Background: an optimization exercise with open tools, aiming at small area. Do not read the settings as production practice. Function was checked by simulation only, so behaviour that the tests miss may differ from the original. Power and IR drop assume default switching activity.

===== flow/run.sh =====
#!/bin/bash
# synth_recipe.tcl (not shown) runs the flow's synth.tcl, then flattens the netlist and writes it again
# the make line also repeats each setting of config.mk as NAME=value (left out here)
make -C /OpenROAD-flow-scripts/flow DESIGN_CONFIG=/design/flow/config.mk WORK_HOME=/design/flow/orfs CLKGATE_MAP_FILE= SYNTH_SCRIPT=/design/flow/synth_recipe.tcl finish

===== flow/config.mk =====
export PLATFORM = sky130hd
export DESIGN_NAME = microbit_core
export DESIGN_NICKNAME = microbit_core
export VERILOG_FILES = /design/flow/design.v
export SDC_FILE = /design/flow/constraint.sdc
export NUM_CORES = 8
export LEC_CHECK = 0
export CAP_MARGIN = 20
export CORE_MARGIN = 2
export CORE_UTILIZATION = 25
export PLACE_DENSITY = 0.45
export SLEW_MARGIN = 20

===== flow/constraint.sdc =====
create_clock -name core_clock -period 60.0 [get_ports {clk}]
set_input_delay 12.0000 -clock core_clock [delete_from_list [all_inputs] [get_ports {clk}]]
set_output_delay 12.0000 -clock core_clock [all_outputs]
set_load 0.01 [all_outputs]

===== flow/design.v =====
module mb_sched_row #(
    parameter integer TPR = 3333
) (
    input  wire [39:0] bright,    
    output reg  [74:0] sched
);
    reg [11:0] t    [0:4];
    reg [2:0]  rank [0:4];
    localparam [19:0] TPR_W = TPR[19:0];
    reg [19:0] prod, quot;
    integer c, j, p;
    always @* begin
        for (c = 0; c < 5; c = c + 1) begin
            prod = TPR_W * {12'd0, bright[8*c +: 8]};
            quot = prod / 20'd255;
            t[c] = quot[11:0];
        end
        for (c = 0; c < 5; c = c + 1) begin
            rank[c] = 3'd0;
            for (j = 0; j < 5; j = j + 1)
                if (j != c && ((t[j] < t[c]) || (t[j] == t[c] && j < c)))
                    rank[c] = rank[c] + 3'd1;
        end
        sched = 75'd0;
        for (p = 0; p < 5; p = p + 1)
            for (c = 0; c < 5; c = c + 1)
                if (rank[c] == p[2:0])
                    sched[15*p +: 15] = {t[c], c[2:0]};
    end
endmodule
module microbit_core (
    input  wire        clk,
    input  wire        rst_n,        
    input  wire        cmd_valid,
    output wire        cmd_ready,
    input  wire [31:0] cmd_data,
    input  wire [3:0]  rd_addr,
    output reg  [31:0] rd_data,
    input  wire        tick,         
    input  wire        sample,       
    input  wire [1:0]  btn_raw,      
    output wire [4:0]  row_out,      
    output wire [4:0]  col_out       
);
    localparam integer R    = 5;
    localparam integer C    = 5;
    localparam integer TPR  = 3333;
    localparam integer TPF  = TPR * R;    
    localparam [3:0]   NONE = 4'd5;
    localparam [74:0]  ZERO_ROW   = {15'd4, 15'd3, 15'd2, 15'd1, 15'd0};
    localparam [374:0] ZERO_SCHED = {5{ZERO_ROW}};
    localparam [2:0] PH_IDLE = 3'd0, PH_ENTRY = 3'd1, PH_MAIN = 3'd2,
                     PH_PROGRAM = 3'd3, PH_CHECK = 3'd4;
    localparam [7:0] E_NONE = 8'd0, E_CLAIMED = 8'd1, E_HWCV = 8'd2,
                     E_ILLEGAL = 8'd3, E_RANGE = 8'd4, E_NOTINIT = 8'd5,
                     E_CSDEPTH = 8'd6;
    localparam [3:0] OP_NOP = 4'h0, OP_DISP_NEW = 4'h1, OP_SHOW = 4'h2,
                     OP_IMG_CLEAR = 4'h3, OP_IMG_WRITE = 4'h4, OP_IMG_READ = 4'h5,
                     OP_IMG_SHIFT = 4'h6, OP_BTN_NEW = 4'h7, OP_BTN_WAS = 4'h8,
                     OP_BTN_IS = 4'h9, OP_CS_ENTER = 4'hA, OP_CS_EXIT = 4'hB;
    reg [199:0] stage;           
    reg [374:0] pending;         
    reg [374:0] active;          
    reg         disp_init;
    reg [4:0]   row_pin;
    reg [4:0]   col_on;
    reg [3:0]   cur_row;
    reg [3:0]   step_idx;
    reg [31:0]  tcount;
    reg         trun;
    reg [31:0]  cc0, cc1;
    reg         ev0, ev1;
    reg         inten0, inten1;
    reg         short1_clear;
    reg         swpend;
    reg [2:0]   phase;
    reg [7:0]   cs_depth;
    reg [7:0]   sigma;           
    reg [1:0]   latched;
    reg [63:0]  press_count;     
    reg         sampler_run;
    reg         smp_pend;
    reg [3:0]   h_valid;
    reg [3:0]   h_btn;
    reg [127:0] h_last;          
    reg [31:0]  result;
    reg [7:0]   status_err;
    reg         fault;
    wire irq       = (ev0 & inten0) | (ev1 & inten1) | swpend;
    wire take      = (phase == PH_IDLE) & irq & (cs_depth == 8'd0);
    wire seq_step  = ~fault & (take | (phase != PH_IDLE));
    wire smp_step  = ~fault & ~seq_step & smp_pend & sampler_run & (cs_depth == 8'd0);
    assign cmd_ready = ~fault & ~seq_step & ~smp_step;
    wire host_step = cmd_valid & cmd_ready;
    wire [374:0] built;
    genvar gr;
    generate
        for (gr = 0; gr < R; gr = gr + 1) begin : g_rows
            mb_sched_row #(.TPR(TPR)) u_row (
                .bright(stage[40*gr +: 40]),
                .sched (built[75*gr +: 75])
            );
        end
    endgenerate
    wire [31:0] m_row      = tcount / TPR;
    wire [31:0] m_rowstart = m_row * TPR;
    wire [31:0] m_local    = tcount - m_rowstart;
    wire        m_bad_row  = (m_row >= R);
    wire [2:0]  m_d        = m_row[2:0];
    wire        m_trans    = (cur_row == NONE) | (cur_row != {1'b0, m_d});
    wire [374:0] m_active  = (m_trans && m_d == 3'd0) ? pending : active;
    wire [74:0]  m_sched   = m_active[75*m_d +: 75];
    reg [4:0] m_col;
    reg [3:0] m_step;
    reg [4:0] m_rowpin;
    integer i;
    always @* begin
        m_rowpin = row_pin;
        m_col    = col_on;
        m_step   = step_idx;
        if (m_trans) begin
            m_rowpin = 5'd0;
            m_rowpin[m_d] = 1'b1;
            m_col  = 5'd0;
            m_step = 4'd0;
            for (i = 0; i < C; i = i + 1) begin
                if (m_sched[15*i + 3 +: 12] != 12'd0)
                    m_col[m_sched[15*i +: 3]] = 1'b1;
                else
                    m_step = m_step + 4'd1;
            end
        end
        for (i = 0; i < C; i = i + 1) begin
            if (m_step < 4'd5 && {20'd0, m_sched[15*m_step[2:0] + 3 +: 12]} <= m_local) begin
                m_col[m_sched[15*m_step[2:0] +: 3]] = 1'b0;
                m_step = m_step + 4'd1;
            end
        end
    end
    wire [74:0] p_sched    = active[75*cur_row[2:0] +: 75];
    wire [11:0] p_next_t   = p_sched[15*step_idx[2:0] + 3 +: 12];
    wire [31:0] p_rowstart = cur_row * TPR;
    wire [31:0] p_cc0      = (step_idx < 4'd5) ? p_rowstart + {20'd0, p_next_t}
                                            : p_rowstart + TPR;
    wire [3:0] c_op  = cmd_data[31:28];
    wire [3:0] c_a   = cmd_data[27:24];
    wire [3:0] c_b   = cmd_data[23:20];
    wire [7:0] c_imm = cmd_data[7:0];
    reg        c_legal;
    always @* begin
        case (c_op)
            OP_NOP, OP_DISP_NEW, OP_SHOW, OP_IMG_CLEAR, OP_CS_ENTER, OP_CS_EXIT:
                c_legal = (cmd_data[27:0] == 28'd0);
            OP_IMG_WRITE:
                c_legal = (cmd_data[19:8] == 12'd0);
            OP_IMG_READ, OP_BTN_NEW:
                c_legal = (cmd_data[19:0] == 20'd0);
            OP_IMG_SHIFT:
                c_legal = (cmd_data[27:8] == 20'd0);
            OP_BTN_WAS, OP_BTN_IS:
                c_legal = (cmd_data[23:0] == 24'd0);
            default:
                c_legal = 1'b0;
        endcase
    end
    wire [4:0]  c_cell     = c_a * 5 + c_b;
    wire [7:0]  c_cell_val = stage[8*c_cell +: 8];
    wire [1:0]  c_h        = c_a[1:0];
    wire        c_hbtn     = h_btn[c_h];
    wire [31:0] c_hcount   = press_count[32*c_hbtn +: 32];
    wire [31:0] c_hlast    = h_last[32*c_h +: 32];
    reg [199:0] n_stage;
    reg [374:0] n_pending, n_active;
    reg         n_disp_init;
    reg [4:0]   n_row_pin, n_col_on;
    reg [3:0]   n_cur_row, n_step_idx;
    reg [31:0]  n_tcount, n_cc0, n_cc1;
    reg         n_trun, n_ev0, n_ev1, n_inten0, n_inten1, n_short1, n_swpend;
    reg [2:0]   n_phase;
    reg [7:0]   n_cs_depth;
    reg [7:0]   n_sigma;
    reg [1:0]   n_latched;
    reg [63:0]  n_count;
    reg         n_sampler_run, n_smp_pend;
    reg [3:0]   n_h_valid, n_h_btn;
    reg [127:0] n_h_last;
    reg [31:0]  n_result;
    reg [7:0]   n_status_err;
    reg         n_fault;
    reg [7:0]   err;
    reg [31:0]  tnext;
    integer k, lr, lc;
    always @* begin
        n_stage       = stage;
        n_pending     = pending;
        n_active      = active;
        n_disp_init   = disp_init;
        n_row_pin     = row_pin;
        n_col_on      = col_on;
        n_cur_row     = cur_row;
        n_step_idx    = step_idx;
        n_tcount      = tcount;
        n_cc0         = cc0;
        n_cc1         = cc1;
        n_trun        = trun;
        n_ev0         = ev0;
        n_ev1         = ev1;
        n_inten0      = inten0;
        n_inten1      = inten1;
        n_short1      = short1_clear;
        n_swpend      = swpend;
        n_phase       = phase;
        n_cs_depth    = cs_depth;
        n_latched     = latched;
        n_sampler_run = sampler_run;
        n_h_valid     = h_valid;
        n_h_btn       = h_btn;
        n_result      = result;
        n_status_err  = status_err;
        n_fault       = fault;
        n_sigma       = sigma;
        n_count       = press_count;
        n_h_last      = h_last;
        err = E_NONE;
        tnext = 32'd0;
        n_smp_pend = sampler_run & ((smp_pend & ~smp_step) | sample);
        if (seq_step) begin
            case (phase)
                PH_IDLE: n_phase = PH_ENTRY;                
                PH_ENTRY: begin
                    n_ev0    = 1'b0;
                    n_ev1    = 1'b0;
                    n_swpend = 1'b0;
                    n_phase  = PH_MAIN;
                end
                PH_MAIN: begin
                    if (m_bad_row) begin
                        n_fault      = 1'b1;
                        n_status_err = E_HWCV;
                    end else begin
                        if (m_trans) begin
                            n_cur_row = {1'b0, m_d};
                            n_active  = m_active;
                        end
                        n_row_pin  = m_rowpin;
                        n_col_on   = m_col;
                        n_step_idx = m_step;
                        n_phase    = PH_PROGRAM;
                    end
                end
                PH_PROGRAM: begin
                    n_cc0   = p_cc0;
                    n_trun  = 1'b1;
                    n_phase = PH_CHECK;
                end
                PH_CHECK: begin
                    if (tcount >= cc0 && !irq) n_phase = PH_ENTRY;
                    else                       n_phase = PH_IDLE;
                end
                default: n_phase = PH_IDLE;
            endcase
        end
        if (smp_step) begin
            for (k = 0; k < 2; k = k + 1) begin
                if (btn_raw[k])
                    n_sigma[4*k +: 4] = (sigma[4*k +: 4] == 4'd12) ? 4'd12 : sigma[4*k +: 4] + 4'd1;
                else
                    n_sigma[4*k +: 4] = (sigma[4*k +: 4] == 4'd0) ? 4'd0 : sigma[4*k +: 4] - 4'd1;
                if (n_sigma[4*k +: 4] > 4'd8 && !latched[k]) begin
                    n_latched[k]        = 1'b1;
                    n_count[32*k +: 32] = press_count[32*k +: 32] + 32'd1;
                end else if (n_sigma[4*k +: 4] < 4'd2 && latched[k]) begin
                    n_latched[k] = 1'b0;
                end
            end
        end
        if (host_step) begin
            if (!c_legal)
                err = E_ILLEGAL;
            else if ((c_op == OP_IMG_WRITE || c_op == OP_IMG_READ) && (c_a >= 4'd5 || c_b >= 4'd5))
                err = E_RANGE;
            else if (c_op == OP_BTN_NEW && (c_a >= 4'd4 || c_b >= 4'd2))
                err = E_RANGE;
            else if ((c_op == OP_BTN_WAS || c_op == OP_BTN_IS) && c_a >= 4'd4)
                err = E_RANGE;
            else if (c_op == OP_DISP_NEW && disp_init)
                err = E_CLAIMED;
            else if (c_op == OP_SHOW && !disp_init)
                err = E_NOTINIT;
            else if ((c_op == OP_BTN_WAS || c_op == OP_BTN_IS) && !h_valid[c_h])
                err = E_NOTINIT;
            else if (c_op == OP_CS_ENTER && cs_depth == 8'd255)
                err = E_CSDEPTH;
            else if (c_op == OP_CS_EXIT && cs_depth == 8'd0)
                err = E_CSDEPTH;
            n_result     = 32'd0;
            n_status_err = err;
            if (err == E_NONE) begin
                case (c_op)
                    OP_DISP_NEW: begin
                        n_disp_init = 1'b1;
                        n_row_pin   = 5'd0;
                        n_col_on    = 5'd0;
                        n_active    = ZERO_SCHED;
                        n_cur_row   = NONE;
                        n_step_idx  = 4'd0;
                        n_trun      = 1'b0;
                        n_tcount    = 32'd0;
                        n_cc0       = 32'd0;
                        n_cc1       = TPF;
                        n_short1    = 1'b1;
                        n_ev0       = 1'b0;
                        n_ev1       = 1'b0;
                        n_inten0    = 1'b1;
                        n_inten1    = 1'b1;
                        n_swpend    = 1'b1;
                    end
                    OP_SHOW:      n_pending = built;
                    OP_IMG_CLEAR: n_stage   = 200'd0;
                    OP_IMG_WRITE: n_stage[8*c_cell +: 8] = c_imm;
                    OP_IMG_READ:  n_result  = {24'd0, c_cell_val};
                    OP_IMG_SHIFT: begin
                        for (lr = 0; lr < 5; lr = lr + 1)
                            for (lc = 0; lc < 5; lc = lc + 1)
                                if (lc + {24'd0, c_imm} < 5)
                                    n_stage[8*(5*lr+lc) +: 8] = stage[8*(5*lr+lc+{24'd0, c_imm}) +: 8];
                                else
                                    n_stage[8*(5*lr+lc) +: 8] = 8'd0;
                    end
                    OP_BTN_NEW: begin
                        n_h_valid[c_h]   = 1'b1;
                        n_h_btn[c_h]     = c_b[0];
                        n_h_last[32*c_h +: 32] = press_count[32*c_b[0] +: 32];
                        n_sampler_run    = 1'b1;
                    end
                    OP_BTN_WAS: begin
                        if (c_hcount != c_hlast) begin
                            n_h_last[32*c_h +: 32] = c_hcount;
                            n_result      = 32'd1;
                        end
                    end
                    OP_BTN_IS:    n_result   = {31'd0, btn_raw[c_hbtn]};
                    OP_CS_ENTER:  n_cs_depth = cs_depth + 8'd1;
                    OP_CS_EXIT:   n_cs_depth = cs_depth - 8'd1;
                    default: ;
                endcase
            end
        end
        if (tick && n_trun && !n_fault) begin
            tnext = n_tcount + 32'd1;
            if (tnext == n_cc0) n_ev0 = 1'b1;
            if (tnext == n_cc1) n_ev1 = 1'b1;
            if (tnext == n_cc1 && n_short1) n_tcount = 32'd0;
            else                            n_tcount = tnext;
        end
    end
    always @(posedge clk) begin
        if (!rst_n) begin
            stage        <= 200'd0;
            pending      <= ZERO_SCHED;
            active       <= ZERO_SCHED;
            disp_init    <= 1'b0;
            row_pin      <= 5'd0;
            col_on       <= 5'd0;
            cur_row      <= NONE;
            step_idx     <= 4'd0;
            tcount       <= 32'd0;
            trun         <= 1'b0;
            cc0          <= 32'd0;
            cc1          <= 32'd0;
            ev0          <= 1'b0;
            ev1          <= 1'b0;
            inten0       <= 1'b0;
            inten1       <= 1'b0;
            short1_clear <= 1'b0;
            swpend       <= 1'b0;
            phase        <= PH_IDLE;
            cs_depth     <= 8'd0;
            sigma        <= 8'd0;
            latched      <= 2'd0;
            press_count  <= 64'd0;
            sampler_run  <= 1'b0;
            smp_pend     <= 1'b0;
            h_valid      <= 4'd0;
            h_btn        <= 4'd0;
            h_last       <= 128'd0;
            result       <= 32'd0;
            status_err   <= 8'd0;
            fault        <= 1'b0;
        end else begin
            stage        <= n_stage;
            pending      <= n_pending;
            active       <= n_active;
            disp_init    <= n_disp_init;
            row_pin      <= n_row_pin;
            col_on       <= n_col_on;
            cur_row      <= n_cur_row;
            step_idx     <= n_step_idx;
            tcount       <= n_tcount;
            trun         <= n_trun;
            cc0          <= n_cc0;
            cc1          <= n_cc1;
            ev0          <= n_ev0;
            ev1          <= n_ev1;
            inten0       <= n_inten0;
            inten1       <= n_inten1;
            short1_clear <= n_short1;
            swpend       <= n_swpend;
            phase        <= n_phase;
            cs_depth     <= n_cs_depth;
            sigma        <= n_sigma;
            latched      <= n_latched;
            press_count  <= n_count;
            sampler_run  <= n_sampler_run;
            smp_pend     <= n_smp_pend;
            h_valid      <= n_h_valid;
            h_btn        <= n_h_btn;
            h_last       <= n_h_last;
            result       <= n_result;
            status_err   <= n_status_err;
            fault        <= n_fault;
        end
    end
    assign row_out = disp_init ? row_pin : 5'd0;
    assign col_out = disp_init ? col_on  : 5'd0;
    always @* begin
        case (rd_addr)
            4'h1:    rd_data = result;
            4'h2:    rd_data = {8'd0, cs_depth, 5'd0, fault, sampler_run, disp_init, status_err};
            4'h3:    rd_data = press_count[31:0];
            4'h4:    rd_data = press_count[63:32];
            4'h5:    rd_data = {27'd0, row_out};
            4'h6:    rd_data = {27'd0, col_out};
            default: rd_data = 32'd0;
        endcase
    end
endmodule

==> run summary <==
registers in the layout (all words and copies together), names as in the netlist, 32 cells and up:
signal       cells
cc1             32
tcount          32
pending        375
stage          200
h_last         128
cc0             32
active         375
press_count     64
report_power, final:
part,total [mW],leakage [nW],switching (mW),internal (mW)
Sequential,0.871,10.5,0.00341,0.868
Clock,1.10,2.84,0.470,0.630
Combinational,0.330,82.1,0.229,0.101
cells by family (layout without fill, tap and decap cells):
kind of cell               after synthesis  in the layout  share of synthesized area, %
AOI/OAI and AO/OA                     7814           7815                         24.75
buffers and inverters                 3265           3209                         6.039
other                                    0            106                             0
DFF                                   1305           1305                         12.63
and+or+nand+nor                       9457           9457                         21.12
adders and majority gates             2864           2864                         17.96
muxes                                 1405           1405                         9.952
xor gates and xnor gates              1775           1775                         7.545
what timing repair did:
item	CTS	global route
endpoints found under the setup margin	0	9
resized for setup	0	17
setup buffers	0	2
cells in the final DEF (no fill, tap or decap), drive strengths merged, types with 168 or more instances in the layout:
cell type | Yosys | layout
and3 | 282 | 282
and2 | 237 | 237
nand2b | 283 | 283
nand3 | 542 | 542
o22ai | 290 | 291
o211ai | 428 | 428
a211oi | 349 | 349
or3 | 185 | 185
ha | 2520 | 2520
clkbuf | 1305 | 229
inv | 1651 | 1672
o21ai | 1409 | 1409
nor2b | 285 | 285
mux2i | 762 | 762
xnor2 | 1016 | 1016
dfxtp | 1305 | 1305
xor2 | 758 | 758
fa | 219 | 219
nor3 | 502 | 502
a22oi | 306 | 306
o221ai | 168 | 168
o21a | 223 | 223
nor4 | 184 | 184
nand2 | 3246 | 3246
nor2 | 2776 | 2776
a31oi | 218 | 218
a21o | 511 | 511
or2 | 171 | 171
nand4 | 354 | 354
mux4 | 504 | 504
buf | 278 | 1145
a21oi | 2385 | 2385
final cells by class:
cell class / count / area [µm²]
clock buffers: 229 / 4860
multi-input cells: 23316 / 169500
flip-flops and latches: 1305 / 26140
inverters: 1682 / 6339
well taps: 10920 / 13660
fillers: 90060 / 594900
repair buffers: 1221 / 9602
diodes: 106 / 265.3
clock inverters: 77 / 929.6
metrics by stage:
step                      setup WS, ns  instance area (µm²)  util, %
after floorplan                 0.2012               206900        -
after global placement           3.272               225000    27.23
after detailed placement         3.543               225100    27.24
after CTS                        3.343               230800    27.94
after global routing           0.02916               231200    27.99
final                            3.680               231300    28.00
synth_stat cells, types with 93 or more instances:
cell / number
nand2_1: 3245
nor2_1: 2774
ha_1: 2520
a21oi_1: 2378
inv_1: 1617
o21ai_0: 1306
dfxtp_1: 1305
clkbuf_1: 1304
xnor2_1: 1011
mux2i_1: 759
xor2_1: 758
nand3_1: 541
a21o_1: 511
mux4_2: 504
nor3_1: 497
o211ai_1: 424
nand4_1: 353
a211oi_1: 340
a22oi_1: 301
o22ai_1: 288
nor2b_1: 285
nand2b_1: 283
and3_1: 282
and2_1: 226
o21a_1: 223
fa_1: 219
a31oi_1: 217
or3_1: 185
nor4_1: 182
buf_1: 177
o221ai_1: 166
a221oi_1: 164
or2_2: 156
mux2_2: 130
o31ai_1: 130
maj3_1: 125
o21bai_1: 125
o21ai_1: 96
a21boi_0: 93
routing by layer:
layer / share of wire (%) / vias up / global-route usage [%]
li1: - / 101191 / -
met2: 43 / 9301 / 36.76
met3: 8.1 / 2120 / 4.817
met5: 0.023 / - / 0
met4: 7.4 / 26 / 14.48
met1: 42 / 106632 / 30.79
worst reg2reg max path, delay by kind of cell, from the launching register on:
family,cells,cell delay [ns]
xor+xnor,9,2.57
fa+ha+maj,26,8.99
flops,1,0.62
mux,15,5.11
simple gates,52,10.63
buf+inv,28,5.25
compound gates,95,23.07
worst max-delay path by stage:
stage	from	slack, ns	cells after the start	end
floorplan	tcount[29]	0.20	267	col_on[4]
global placement	tcount[5]	3.27	228	col_on[2]
detailed placement	tcount[5]	3.54	228	col_on[2]
CTS	tcount[5]	3.34	226	col_on[2]
global route	tcount[28]	0.03	229	col_on[2]
finish	tcount[28]	3.68	225	col_on[2]
==> run summary <==
Vias = 219.3k
r2r setup slk = 3.68 ns
crit path kind = flop to flop
cell count after synthesis = 27.89k
R2R cell count = 225
FF+latch count, synth = 1305
leading area contributor after synthesis = ha_1
YS warnings = 4
synth unique cells = 154
Hold Startpoint = pending[151]
Synth area leaders = ha_1 (15%), dfxtp_1 (13%), nand2_1 (5.9%)
die area = 834900 µm²
critical path fanouts, max = 41
overall routing resource usage = 23.90%
Leak = 95.46 nW
CTS buffer count = 172
maximum vdd drop = 0.02136 mV
Die W = 913.7 µm
dpl cells = 38.44k
CP peak stage delay = 0.66 ns
vias in the first global route = 207.3k
CTS H-tree lvls = 4
CP dominant cell by count = buf_4
dpl hpwl = 821.0 mm
Hold Vio Cnt, Final = 0
share of cells above drive strength 1 = 9.616%
CP Launch Type = flop
final net count = 30.48k
Finish-stage setup viols = 0
CP endpoint kind = flop
Pwr Density = 9.949 nW/µm²
Worst-Margin Slew = 1.349 ns
largest net degree at the start of global routing = 212
drt pass-1 iters = 9
period utilization = 93.87%
Hold WS = 0.3926 ns
clock buffer depth = 4
final wirelength = 1052 mm
Worst R2R End = col_on[2]
minimum clock period = 56.32 ns
highest-delay cell along the critical path = a2111oi_0
fin cells = 38.86k
drt wl/cell = 27.09 µm
Final Slew Violations = 0
WP data arrival = 57.10 ns
Avg Inst Size Synth = 7.420 µm²
Ports = 86
Via-to-Cell Ratio = 5.643
RSZ-0062 raised after global routing = no
Top delay family on crit path = compound AO/OA/AOI/OAI gates
Hold Path Class = flop to flop
hold_buf cts = 0
worst r2r src = tcount[28]
global-route wire length before repair = 1496 mm
Final Wtd Congestion = 1.018
Root Buffer = clkbuf_16
Clock Skews = 0.1400 ns
Hold Path Depth = 2
Hold Path Sink = active[151]
top_reg_cell synth = dfxtp_1
Core ar. = 826200 µm²
Clk pin slew, worst setup/hold paths = 0.06 ns
status = timing/DRC/antenna clean
Port Buf Inserts = 85
FP Rows = 334
P&R area growth vs syn = 11.79%
Slew headroom = 9.503%
GRT overflow = 0
antenna violations before repair = 88
post-synthesis async set-or-reset flop share = 0%
Die Height = 913.7 µm
drt drc = 0
Max Cap Violations = 0
power consumption = 2.301 mW
sequential-to-total area share from yosys stat = 12.63%
fmax = 17.76 MHz
CTS tree = done
Synth top area share = 15.24%
Post-synth EDFFs = 0
Initial Util = 25.04%
Buf/Inv on CP = 28
Clk Latency, worst-skew pair = 0.97 ns
Mapped Area = 206900 µm²
syn nets = 30.67k
antenna viol nets, final = 0
initial DRC count = 23.32k
Post-Route Setup TNS = 0 ns
Clock Sinks = 1305
Required @ worst endpoint = 60.78 ns

## what the ideal ports hide
How much do the figures lean on ideal ports? The routed layout below was timed once more, with nothing changed but the port constraints. Step 1 (the two cells are an assumption about what drives the block):
set clk [get_ports {clk}]
set_driving_cell -lib_cell sky130_fd_sc_hd__clkbuf_16 $clk
set_driving_cell -lib_cell sky130_fd_sc_hd__buf_2 [delete_from_list [all_inputs] $clk]
Step 2 times the ports against the registers' clock, not the clock port: input delays grow and output delays shrink by t, the midpoint of the rising clock arrivals with the driver on. a / b / c = no drivers / after step 1 / after step 2; a / b = the first two.
shift t [ns]: 1.035
setup slack, ns: 3.680 / 3.680 / 3.680
worst setup path after step 2: register to register
latest minus earliest clock arrival (ns): 0.140 / 0.140
worst data-port slew with drivers (ns): 0.27
After both steps this run still meets setup and hold. The setup slack of this run moves by 0.000 ns with the drivers and by 0.000 ns with both steps.
